Source: an optimization exercise on an open RTL-to-GDS flow (aim: small area, a short achievable clock period and few clock cycles per item). Production flows keep margins and buffers that such runs may drop.
Where RTL was checked, it was by simulation tests only, not by an equivalence proof against the original.
Power figures rest on the tool's default switching activity, not on a simulated workload.

Setup of build 66:
Design ad5934_freq_encoder, start of the top module:
module ad5934_freq_encoder (
    input  wire        clk,
    input  wire        rst,         
    input  wire        in_valid,
    output wire        in_ready,
    input  wire [31:0] in_freq,
    input  wire [31:0] in_fclk,
    output reg         out_valid,
    output wire [23:0] out_code,
    output wire        out_err
);
    reg         busy;        
    reg  [4:0]  cnt;         
    reg         err;         
    reg  [32:0] rem;         
    reg  [23:0] qs;          
    assign in_ready = busy && (err || cnt == 5'd24);
    assign out_code = qs;
    assign out_err  = err;
    wire [32:0] a    = busy ? {rem[31:0], qs[23]}
                            : {1'b0, in_freq[24:0], in_fclk[31:25]};
    wire        sub  = ~busy | ~rem[32];
    wire [32:0] b    = {33{sub}} ^ {1'b0, in_fclk};
    wire [32:0] p0   = a ^ b;
    wire [32:0] g0   = (a & b) | {32'd0, p0[0] & sub};
    wire [32:0] gl [0:6];
    wire [32:0] pl [0:6];
    assign gl[0] = g0;
    assign pl[0] = p0;
    genvar l, i;
    generate
        for (l = 0; l < 6; l = l + 1) begin : lvl
            for (i = 0; i < 33; i = i + 1) begin : bitl
                if ((i >> l) & 1) begin : comb
                    localparam integer J = ((i >> l) << l) - 1;
                    assign gl[l+1][i] = gl[l][i] | (pl[l][i] & gl[l][J]);
                    assign pl[l+1][i] = pl[l][i] & pl[l][J];
                end else begin : pass
                    assign gl[l+1][i] = gl[l][i];
                    assign pl[l+1][i] = pl[l][i];
                end
            end
        end
    endgenerate
    wire [32:0] sum  = p0 ^ {gl[6][31:0], sub};
    wire        qbit = ~sum[32];
    always @(posedge clk) begin
        rem <= sum;
        if (!busy) begin
  ...
Size: about 410 cells after synthesis, about 65 flip-flops, roughly 94 I/O pins, roughly 0.0039 mm2 of cells after synthesis.
clock: 5.0 ns
lec_check: 0
cap_margin: 20
core_margin: 2
core_utilization: 40
cts_buf_list: sky130_fd_sc_hd__clkbuf_4 sky130_fd_sc_hd__clkbuf_8
place_density: 0.6
setup_slack_margin: 1.9
slew_margin: 20
standard.sh (not shown) runs the stock make flow with config.mk's settings and CLKGATE_MAP_FILE= SYNTH_SCRIPT=/design/flow/synth_recipe.tcl, a recipe that flattens the netlist after the stock synthesis.
==> flow/flow/run.sh <==
#!/bin/bash
# The standard layout (the standard.sh: standard synthesis, floorplan,
# placement, CTS, routing), with the port buffers that placement inserts on
# every input and output made plain sky130 buffers instead of the default
# delay-buffer cell. Each tool's output is kept in its own log here.
set -euo pipefail
export BUFFER_PORTS_ARGS="-buffer_cell sky130_fd_sc_hd__buf_1"
bash standard.sh > standard_make.log 2>&1
Input-level comparison between build 83 and build 66:
- SETUP_SLACK_MARGIN changed from 1.9 to 1.5
--- outcome ---
- | setup slack | build 83 vs build 66 | worse |
- Build 66 -> build 83: die area delta 0, exact match
- Build 83 vs. build 66: power of the sequential group has decreased; routed wire length has decreased.
- Sort build 66 and build 83 by cell area desc -> top: build 66
- Build 66 → build 83: register-to-register slack has decreased, final cell count has decreased, via count has decreased, clock group power has increased.
- Part of the total power dissipated in combinational logic for build 83 is lower than for build 66.
- Taking build 66 as the reference point, the clock period minus final worst setup slack of build 83 rises by 0.17 ns.
- The first element of the critical path comes out in_freq[13] in one run and busy in the other, namely in build 66 and build 83 respectively.
What build 96 does differently from build 83 at the input level:
- SETUP_SLACK_MARGIN now 2.0, was 1.5
==> notes.md <==
- Looking at critical path arrival, build 96 sits below build 83.
- Type of the worst setup path: input pin to flip-flop -> build 96, flip-flop to flip-flop -> build 83
- Build 83 leaves less setup margin than build 96.
- Per the comparison of build 96 with build 83, internal cell power up 0.00013 W, static power due to leakage up 0.19 nW, largest net degree at the start of global routing down 66%.
- For total design power, dividing the value from build 83 by the value from build 96 gives 0.905.
- Build 96 against build 83: worst setup slack after placement saw a decrease; cell count has increased; clock skew dropped 0.0041 ns; fmax now larger.
--- input diff build 96..build 15 ---
- SETUP_SLACK_MARGIN changed from 2.0 to 1.8
### Flow results
- In build 15, final cell count is lower than in build 96.
- Final non-filler cell area ends up lower on build 15.
- On combinational share of power, the lower figure sits with build 15, not build 96.
- Build 15 packs its core looser than build 96.
No functional check of the RTL was part of any run of this note.

========
ad5934_freq_encoder, a different RTL version from the one above (not shown whole).
Size in the first run: ~65 flip-flops, roughly 3900 sq um of cells after synthesis.
==> flow/config.mk <==
export PLATFORM = sky130hd
export DESIGN_NAME = ad5934_freq_encoder
export DESIGN_NICKNAME = ad5934_freq_encoder
export VERILOG_FILES = /design/flow/design.v
export SDC_FILE = /design/flow/constraint.sdc
export NUM_CORES = 4
export LEC_CHECK = 0
export CAP_MARGIN = 20
export CORE_MARGIN = 2
export CORE_UTILIZATION = 40
export CTS_BUF_LIST = sky130_fd_sc_hd__clkbuf_2 sky130_fd_sc_hd__clkbuf_4
export PLACE_DENSITY = 0.6
export SLEW_MARGIN = 20
==> flow/constraint.sdc <==
create_clock -name core_clock -period 5.0 [get_ports {clk}]
set_input_delay 1.0000 -clock core_clock [delete_from_list [all_inputs] [get_ports {clk}]]
set_output_delay 1.0000 -clock core_clock [all_outputs]
set_load 0.01 [all_outputs]
Scripts as last shown in full above: flow/flow/run.sh
Testbench counts at the start, summed over its fixed seeds: cycles 46,148, items 2,048.
==> next run, changes <==
==> flow/flow/run.sh (replaced) <==
#!/bin/bash
# The standard layout (the standard.sh: standard synthesis, floorplan,
# placement, CTS, routing), with two changes:
# - the port buffers that placement inserts on every input and output are
#   plain sky130 buffers instead of the default delay-buffer cell;
# - clock tree synthesis without dummy loads, sinks clustered in groups of up to 24.
# Each tool's output is kept in its own log here.
set -euo pipefail
export BUFFER_PORTS_ARGS="-buffer_cell sky130_fd_sc_hd__buf_1"
export CTS_ARGS="-sink_clustering_enable -repair_clock_nets -buf_list {sky130_fd_sc_hd__clkbuf_4 sky130_fd_sc_hd__clkbuf_8} -dont_use_dummy_load -sink_clustering_size 24 -sink_clustering_max_diameter 150 -sink_clustering_levels 1"
bash standard.sh > standard_make.log 2>&1
--- a/flow/config.mk
+++ b/flow/config.mk
@@ -11 +11 @@
-export CTS_BUF_LIST = sky130_fd_sc_hd__clkbuf_2 sky130_fd_sc_hd__clkbuf_4
+export CTS_BUF_LIST = sky130_fd_sc_hd__clkbuf_4 sky130_fd_sc_hd__clkbuf_8
@@ -12,0 +13 @@
+export SETUP_SLACK_MARGIN = 1.8
Outcome: Combinational power went up by about 2%. Routed wire length went up by 0.75%. Register-to-register slack improved by 890 ps. Sequential share of layout area went down by 0.35 points. Worst setup slack improved by 840 ps.

========
Setup of lagoon:
Starting RTL as in the previous note.
## ad5934_freq_encoder
module ad5934_freq_encoder (
    input  wire        clk,
    input  wire        rst,         
    input  wire        in_valid,
    output wire        in_ready,
    input  wire [31:0] in_freq,
    input  wire [31:0] in_fclk,
    output reg         out_valid,
    output wire [23:0] out_code,
    output wire        out_err
);
clock: 5.0 ns
lec_check: 0
cap_margin: 20
core_margin: 2
core_utilization: 40
cts_buf_list: sky130_fd_sc_hd__clkbuf_4 sky130_fd_sc_hd__clkbuf_8
cts_cluster_diameter: 80
cts_cluster_size: 32
place_density: 0.6
setup_slack_margin: 1.8
slew_margin: 20
==> flow/flow/run.sh <==
#!/bin/bash
# The standard layout (the standard.sh: standard synthesis, floorplan,
# placement, CTS, routing), with the port buffers that placement inserts on
# every input and output made plain sky130 buffers instead of the default
# delay-buffer cell. Each tool's output is kept in its own log here.
set -euo pipefail
export BUFFER_PORTS_ARGS="-buffer_cell sky130_fd_sc_hd__buf_1"
bash standard.sh > standard_make.log 2>&1
lagoon: full flow OK, the timing, design-rule and antenna checks passed
Testbench counts of lagoon, summed over its fixed seeds: cycles 46,148, items 2,048.
Input changes introduced in maple (baseline for comparison: lagoon):
# lagoon
export LEC_CHECK = 0
export CAP_MARGIN = 20
export CORE_MARGIN = 2
export CORE_UTILIZATION = 40
export CTS_BUF_LIST = sky130_fd_sc_hd__clkbuf_4 sky130_fd_sc_hd__clkbuf_8
export CTS_CLUSTER_DIAMETER = 80
export CTS_CLUSTER_SIZE = 32
export PLACE_DENSITY = 0.6
export SETUP_SLACK_MARGIN = 1.8
export SLEW_MARGIN = 20
create_clock -name core_clock -period 5.0 [get_ports {clk}]
# maple
export LEC_CHECK = 0
export CAP_MARGIN = 20
export CORE_MARGIN = 2
export CORE_UTILIZATION = 40
export CTS_BUF_LIST = sky130_fd_sc_hd__clkbuf_4 sky130_fd_sc_hd__clkbuf_8
export PLACE_DENSITY = 0.6
export SETUP_SLACK_MARGIN = 2.2
export SLEW_MARGIN = 20
create_clock -name core_clock -period 5.0 [get_ports {clk}]
Notes after the runs:
lagoon has higher share of the cycle needed by the critical path after routing than maple.
maple vs lagoon: total power up
Relative to lagoon, the achievable clock frequency measured on maple has increased by a few percent.
maple gives more count of instances resized after the clock tree is built than lagoon did.
Non-clock buffer count | maple above lagoon
Measured slew at the worst slew-check pin, lagoon and maple, higher one = lagoon.
maple: final critical-path required period 78 ps below lagoon
Going from lagoon to maple, detailed-route wire length per cell grew by more than 10%.
Going from lagoon to maple, cell area after layout grew by more than 10%.
Compared with lagoon, maple shows a higher global-route usage over all layers.
Setup changes, maple to ember
# maple
export LEC_CHECK = 0
export CAP_MARGIN = 20
export CORE_MARGIN = 2
export CORE_UTILIZATION = 40
export CTS_BUF_LIST = sky130_fd_sc_hd__clkbuf_4 sky130_fd_sc_hd__clkbuf_8
export PLACE_DENSITY = 0.6
export SETUP_SLACK_MARGIN = 2.2
export SLEW_MARGIN = 20
create_clock -name core_clock -period 5.0 [get_ports {clk}]
# ember
export LEC_CHECK = 0
export CAP_MARGIN = 20
export CORE_MARGIN = 2
export CORE_UTILIZATION = 40
export CTS_BUF_LIST = sky130_fd_sc_hd__clkbuf_4 sky130_fd_sc_hd__clkbuf_8
export PLACE_DENSITY = 0.6
export SETUP_SLACK_MARGIN = 1.5
export SLEW_MARGIN = 20
create_clock -name core_clock -period 5.0 [get_ports {clk}]
==> comparison <==
- In the flow results for maple and ember, the global-route usage is smaller on ember.
- Vias: ember fewer than maple
- Relative to maple, the routability congestion estimate of ember is higher by about 1.4%.
- On path length in cells of the critical path, the higher figure sits with maple, not ember.
Here is what was changed in the inputs of nickel compared with ember.
# ember
export LEC_CHECK = 0
export CAP_MARGIN = 20
export CORE_MARGIN = 2
export CORE_UTILIZATION = 40
export CTS_BUF_LIST = sky130_fd_sc_hd__clkbuf_4 sky130_fd_sc_hd__clkbuf_8
export PLACE_DENSITY = 0.6
export SETUP_SLACK_MARGIN = 1.5
export SLEW_MARGIN = 20
create_clock -name core_clock -period 5.0 [get_ports {clk}]
# nickel
export LEC_CHECK = 0
export CAP_MARGIN = 20
export CORE_MARGIN = 2
export CORE_UTILIZATION = 55
export CTS_BUF_LIST = sky130_fd_sc_hd__clkbuf_4 sky130_fd_sc_hd__clkbuf_8
export PLACE_DENSITY = 0.7
export SETUP_SLACK_MARGIN = 1.8
export SLEW_MARGIN = 20
create_clock -name core_clock -period 5.0 [get_ports {clk}]
==> flow/flow/run.sh <==
#!/bin/bash
# The standard layout (the standard.sh: standard synthesis, floorplan,
# placement, CTS, routing), with two changes:
# - the port buffers that placement inserts on every input and output are
#   plain sky130 buffers instead of the default delay-buffer cell;
# - clock tree synthesis without dummy loads.
# Each tool's output is kept in its own log here.
set -euo pipefail
export BUFFER_PORTS_ARGS="-buffer_cell sky130_fd_sc_hd__buf_1"
export CTS_ARGS="-sink_clustering_enable -repair_clock_nets -buf_list {sky130_fd_sc_hd__clkbuf_4 sky130_fd_sc_hd__clkbuf_8} -dont_use_dummy_load"
bash standard.sh > standard_make.log 2>&1
Switching portion of total power, nickel and ember: higher on nickel
From ember to nickel the numbers moved as follows: total wire length moved down, worst setup slack moved up, post-route met1 wirelength moved down, non-clock buffer count moved up.
Looking at kind of critical path, the in -> reg result is from nickel; the reg -> reg one comes from ember.
Die area delta for nickel relative to ember: 2800 um2 lower
The inputs of amber differ from those of nickel as listed below.
# nickel
export LEC_CHECK = 0
export CAP_MARGIN = 20
export CORE_MARGIN = 2
export CORE_UTILIZATION = 55
export CTS_BUF_LIST = sky130_fd_sc_hd__clkbuf_4 sky130_fd_sc_hd__clkbuf_8
export PLACE_DENSITY = 0.7
export SETUP_SLACK_MARGIN = 1.8
export SLEW_MARGIN = 20
create_clock -name core_clock -period 5.0 [get_ports {clk}]
# amber
export LEC_CHECK = 0
export CAP_MARGIN = 20
export CORE_MARGIN = 2
export CORE_UTILIZATION = 60
export CTS_BUF_LIST = sky130_fd_sc_hd__clkbuf_4 sky130_fd_sc_hd__clkbuf_8
export PLACE_DENSITY = 0.75
export SETUP_SLACK_MARGIN = 1.5
export SLEW_MARGIN = 20
create_clock -name core_clock -period 5.0 [get_ports {clk}]
==> flow/flow/run.sh <==
#!/bin/bash
# The standard layout (the standard.sh: standard synthesis, floorplan,
# placement, CTS, routing), with the port buffers that placement inserts on
# every input and output made plain sky130 buffers instead of the default
# delay-buffer cell. Each tool's output is kept in its own log here.
set -euo pipefail
export BUFFER_PORTS_ARGS="-buffer_cell sky130_fd_sc_hd__buf_1"
bash standard.sh > standard_make.log 2>&1
amber against nickel: wire length per cell after detailed routing climbed 2.4%; via count climbed 76; first-pass GRT wire length climbed about 4.3%. Against nickel, amber reports a core utilization that is higher. ~same instance count along the most critical hold path in amber and nickel. Diff nickel..amber | post-synthesis compound-gate area fraction | unchanged. amber vs. nickel: routed wire length barely changed, filler-free cell count of the finished design dropped about 2.2%, areal power density over the cells climbed 26 nW/um2.

========
Another version of the RTL of ad5934_freq_encoder (not shown whole).
Size in the first run: about 66 flip-flops.
export LEC_CHECK = 0
export ABC_AREA = 1
export CAP_MARGIN = 20
export CORE_MARGIN = 2
export CORE_UTILIZATION = 40
export CTS_BUF_LIST = sky130_fd_sc_hd__clkbuf_4 sky130_fd_sc_hd__clkbuf_8
export PLACE_DENSITY = 0.6
export SETUP_SLACK_MARGIN = 1.5
export SLEW_MARGIN = 20
create_clock -name core_clock -period 5.0 [get_ports {clk}]
==> flow/flow/run.sh <==
#!/bin/bash
# The standard layout (the standard.sh: standard synthesis, floorplan,
# placement, CTS, routing), with the port buffers that placement inserts on
# every input and output made plain sky130 buffers instead of the default
# delay-buffer cell. Each tool's output is kept in its own log here.
set -euo pipefail
export BUFFER_PORTS_ARGS="-buffer_cell sky130_fd_sc_hd__buf_1"
bash standard.sh > standard_make.log 2>&1
Rerun with:
Settings changed: ABC_AREA 1 to not set.
Effect: Final cell count falls by a quarter to a third; clock-buffer cell count rises by 2; maximum frequency falls by a few percent; clock skew barely changes; sequential power hardly moves; power falls slightly.
No run of this note included a check of the RTL's function; only the layout flow was run.

========
run 1:
ad5934_freq_encoder, a different RTL version from the one above (not shown whole).
Size in the first run: about 490 cells after synthesis, ~94 I/O pins, ~4400 um2 of cells after synthesis.
Settings: LEC_CHECK=0, CAP_MARGIN=20, CORE_MARGIN=2, CORE_UTILIZATION=40, PLACE_DENSITY=0.6, SLEW_MARGIN=20; clock period 5.0 ns.
Scripts as last shown in full above: flow/flow/run.sh
Run 1 closes out successfully: all stages finished, all timing, DRC and antenna checks passed.
Input changes introduced in run 2 (baseline for comparison: run 1):
==> flow/run.sh (new file) <==
#!/bin/bash
# synth_recipe.tcl (not shown) runs the flow's synth.tcl, then flattens the netlist and writes it again
# the make line also repeats each setting of config.mk as NAME=value (left out here)
make -C /OpenROAD-flow-scripts/flow DESIGN_CONFIG=/design/flow/config.mk WORK_HOME=/design/flow/orfs CLKGATE_MAP_FILE= SYNTH_SCRIPT=/design/flow/synth_recipe.tcl finish
diff --git a/flow/config.mk b/flow/config.mk
--- a/flow/config.mk
+++ b/flow/config.mk
@@ -10,2 +10,3 @@
 export CORE_UTILIZATION = 40
+export CTS_BUF_LIST = sky130_fd_sc_hd__clkbuf_2 sky130_fd_sc_hd__clkbuf_4
 export PLACE_DENSITY = 0.6
removed: flow/flow/run.sh
removed: flow/standard.sh
Results
Run 1: all stages complete, timing, DRC and antenna checks passed
Run 2 | stages: all done | timing, DRC, antenna: all pass
Delta (run 2 minus run 1): layout net count essentially unchanged; worst slack at placement -300 ps.
Compared with run 1, in run 2 peak clock frequency supported by timing shows an increase of 3.7 MHz; minimum setup slack in the final design shows an increase of 50 ps; total number of sequential cells shows no meaningful change.
Comparing run 2 against run 1, there is no change at all in initial cell density of the core.
Part of the cycle the worst path needs down 1.0 points in run 2 wrt run 1
The run showing the smaller fraction of standard cell area in multi-input logic is run 2.
[diff] first-iteration DRC count, run 2 relative to run 1: improvement
Here is what was changed in the inputs of run 3 compared with run 2.
==> flow/flow/run.sh (new file) <==
#!/bin/bash
# The standard layout (the standard.sh: standard synthesis, floorplan,
# placement, CTS, routing), with the port buffers that placement inserts on
# every input and output made plain sky130 buffers instead of the default
# delay-buffer cell. Each tool's output is kept in its own log here.
set -euo pipefail
export BUFFER_PORTS_ARGS="-buffer_cell sky130_fd_sc_hd__buf_1"
bash standard.sh > standard_make.log 2>&1
==> flow/standard.sh (new file) <==
#!/bin/bash
# synth_recipe.tcl (not shown) runs the flow's synth.tcl, then flattens the netlist and writes it again
# the make line also repeats each setting of config.mk as NAME=value (left out here)
make -C /OpenROAD-flow-scripts/flow DESIGN_CONFIG=/design/flow/config.mk WORK_HOME=/design/flow/orfs CLKGATE_MAP_FILE= SYNTH_SCRIPT=/design/flow/synth_recipe.tcl "${@:-finish}"
diff --git a/flow/config.mk b/flow/config.mk
--- a/flow/config.mk
+++ b/flow/config.mk
@@ -12,2 +12,3 @@
 export PLACE_DENSITY = 0.6
+export SETUP_SLACK_MARGIN = 1.5
 export SLEW_MARGIN = 20
removed: flow/run.sh
Results
Taking run 2 as the reference, in run 3 placed instance count flat; hold slack now sits higher. Comparing run 2 and run 3, the lower cell area was measured on run 3. Run 3: final worst-path cycle share lower than run 2. Relative to run 2, the maximum achievable frequency of run 3 is higher by 10%. Run 3 vs run 2 — total power density per cell area rose 60 nW/um2. Run 3 has global-route wire length before repair below what run 2 had. The transition at the pin with the smallest max-transition slack of run 3 and that of run 2 are within noise of each other.
### run 3 -> run 4
==> flow/run.sh (new file) <==
#!/bin/bash
# synth_recipe.tcl (not shown) runs the flow's synth.tcl, then flattens the netlist and writes it again
# the make line also repeats each setting of config.mk as NAME=value (left out here)
make -C /OpenROAD-flow-scripts/flow DESIGN_CONFIG=/design/flow/config.mk WORK_HOME=/design/flow/orfs CLKGATE_MAP_FILE= SYNTH_SCRIPT=/design/flow/synth_recipe.tcl finish
diff --git a/flow/config.mk b/flow/config.mk
--- a/flow/config.mk
+++ b/flow/config.mk
@@ -10,5 +10,4 @@
 export CORE_UTILIZATION = 40
-export CTS_BUF_LIST = sky130_fd_sc_hd__clkbuf_2 sky130_fd_sc_hd__clkbuf_4
 export PLACE_DENSITY = 0.6
-export SETUP_SLACK_MARGIN = 1.5
+export SETUP_SLACK_MARGIN = 1.6
 export SLEW_MARGIN = 20
removed: flow/flow/run.sh
removed: flow/standard.sh
--- outcome ---
Routed wire length was lower in the run labelled run 3. Compared run 3 against run 4; worst setup slack within noise. Against run 3 as the reference, run 4 delivers a higher total power draw. Note that the wire length of the first global-routing pass recorded for run 3 amounts to 0.943 times the value seen in run 4. Reported for run 3 and run 4, adder-cell area share of the yosys netlist turned out identical to the last digit.
diff inputs: run 4 => run 5
diff --git a/flow/config.mk b/flow/config.mk
--- a/flow/config.mk
+++ b/flow/config.mk
@@ -11,3 +11,2 @@
 export PLACE_DENSITY = 0.6
-export SETUP_SLACK_MARGIN = 1.6
 export SLEW_MARGIN = 20
Notes after the runs:
Run 5 closes out successfully: all stages finished, all timing, DRC and antenna checks passed.
Summary — switching fraction of total power, run 5 relative to run 4: higher, by 0.46 points.
Run 5 has maximum frequency below what run 4 had.
As of run 5, detail-routed net length per standard cell had fallen slightly compared to run 4.
Run 5 vs. run 4: area used by sequential logic in the layout ~0 delta, total global routing track utilization increased by 0.17 points relative to the old numbers.
Measured against run 5, the final total power of run 4 comes out at 1.13 times the reference value.
Compared with run 4, in run 5 clock group share of total power up 0.6 points; setup slack after layout now smaller; max-capacitance violation count roughly the same; fraction of area in registers higher; combinational group share of total power lost 3.9 points.
No functional check of the RTL was part of any run of this note.

re-timing with driven ports:
No port has a modelled driver above. Below, the same layouts with a new extraction and two added sets of constraints.
Step 1 assumes that a clkbuf_16 drives the clock port and a buf_2 every other input.
Step 2 adds t to the input delays and takes it off the output delays; t is the mean of the earliest and latest rising clock arrival at the registers after step 1. Input paths then give back, and output paths get back, about the clock's delay inside the block.
Slacks: no drivers / after step 1 / after step 2; pairs: no drivers / after step 1.
run	t (ns)	setup slack, ns	worst register clock-pin slew, ns	worst data-port slew with drivers (ns)
build 66	0.368	1.826 / 1.832 / 1.464	0.08 / 0.08	0.05
build 83	0.372	1.659 / 1.659 / 1.296	0.08 / 0.08	0.04
build 96	0.383	1.868 / 1.879 / 1.497	0.08 / 0.08	0.05
build 15	0.370	1.813 / 1.819 / 1.449	0.08 / 0.08	0.04
the first run of note 2	0.440	1.150 / 1.150 / 1.150	0.12 / 0.12	0.05
the second run of note 2	0.361	1.988 / 1.996 / 1.634	0.08 / 0.08	0.05
lagoon	0.371	2.008 / 2.016 / 1.644	0.08 / 0.08	0.05
maple	0.375	2.086 / 2.067 / 1.692	0.08 / 0.08	0.05
ember	0.371	1.739 / 1.739 / 1.489	0.08 / 0.08	0.05
nickel	0.365	1.897 / 1.904 / 1.539	0.07 / 0.07	0.04
amber	0.365	1.741 / 1.741 / 1.436	0.07 / 0.07	0.04
the first run of note 4	0.382	1.883 / 1.851 / 1.827	0.08 / 0.08	0.03
the second run of note 4	0.375	1.745 / 1.757 / 1.382	0.08 / 0.08	0.04
run 1	0.384	1.294 / 1.294 / 1.195	0.07 / 0.07	0.04
run 2	0.434	1.344 / 1.341 / 0.907	0.11 / 0.11	0.05
run 3	0.444	1.685 / 1.672 / 1.228	0.12 / 0.12	0.05
run 4	0.378	1.687 / 1.697 / 1.320	0.08 / 0.08	0.05
run 5	0.364	1.256 / 1.249 / 0.884	0.07 / 0.07	0.05
After both steps every run listed still meets setup and hold. For run 3, which loses most, drivers alone change the setup slack by -0.013 ns; drivers and shift together by -0.457 ns.
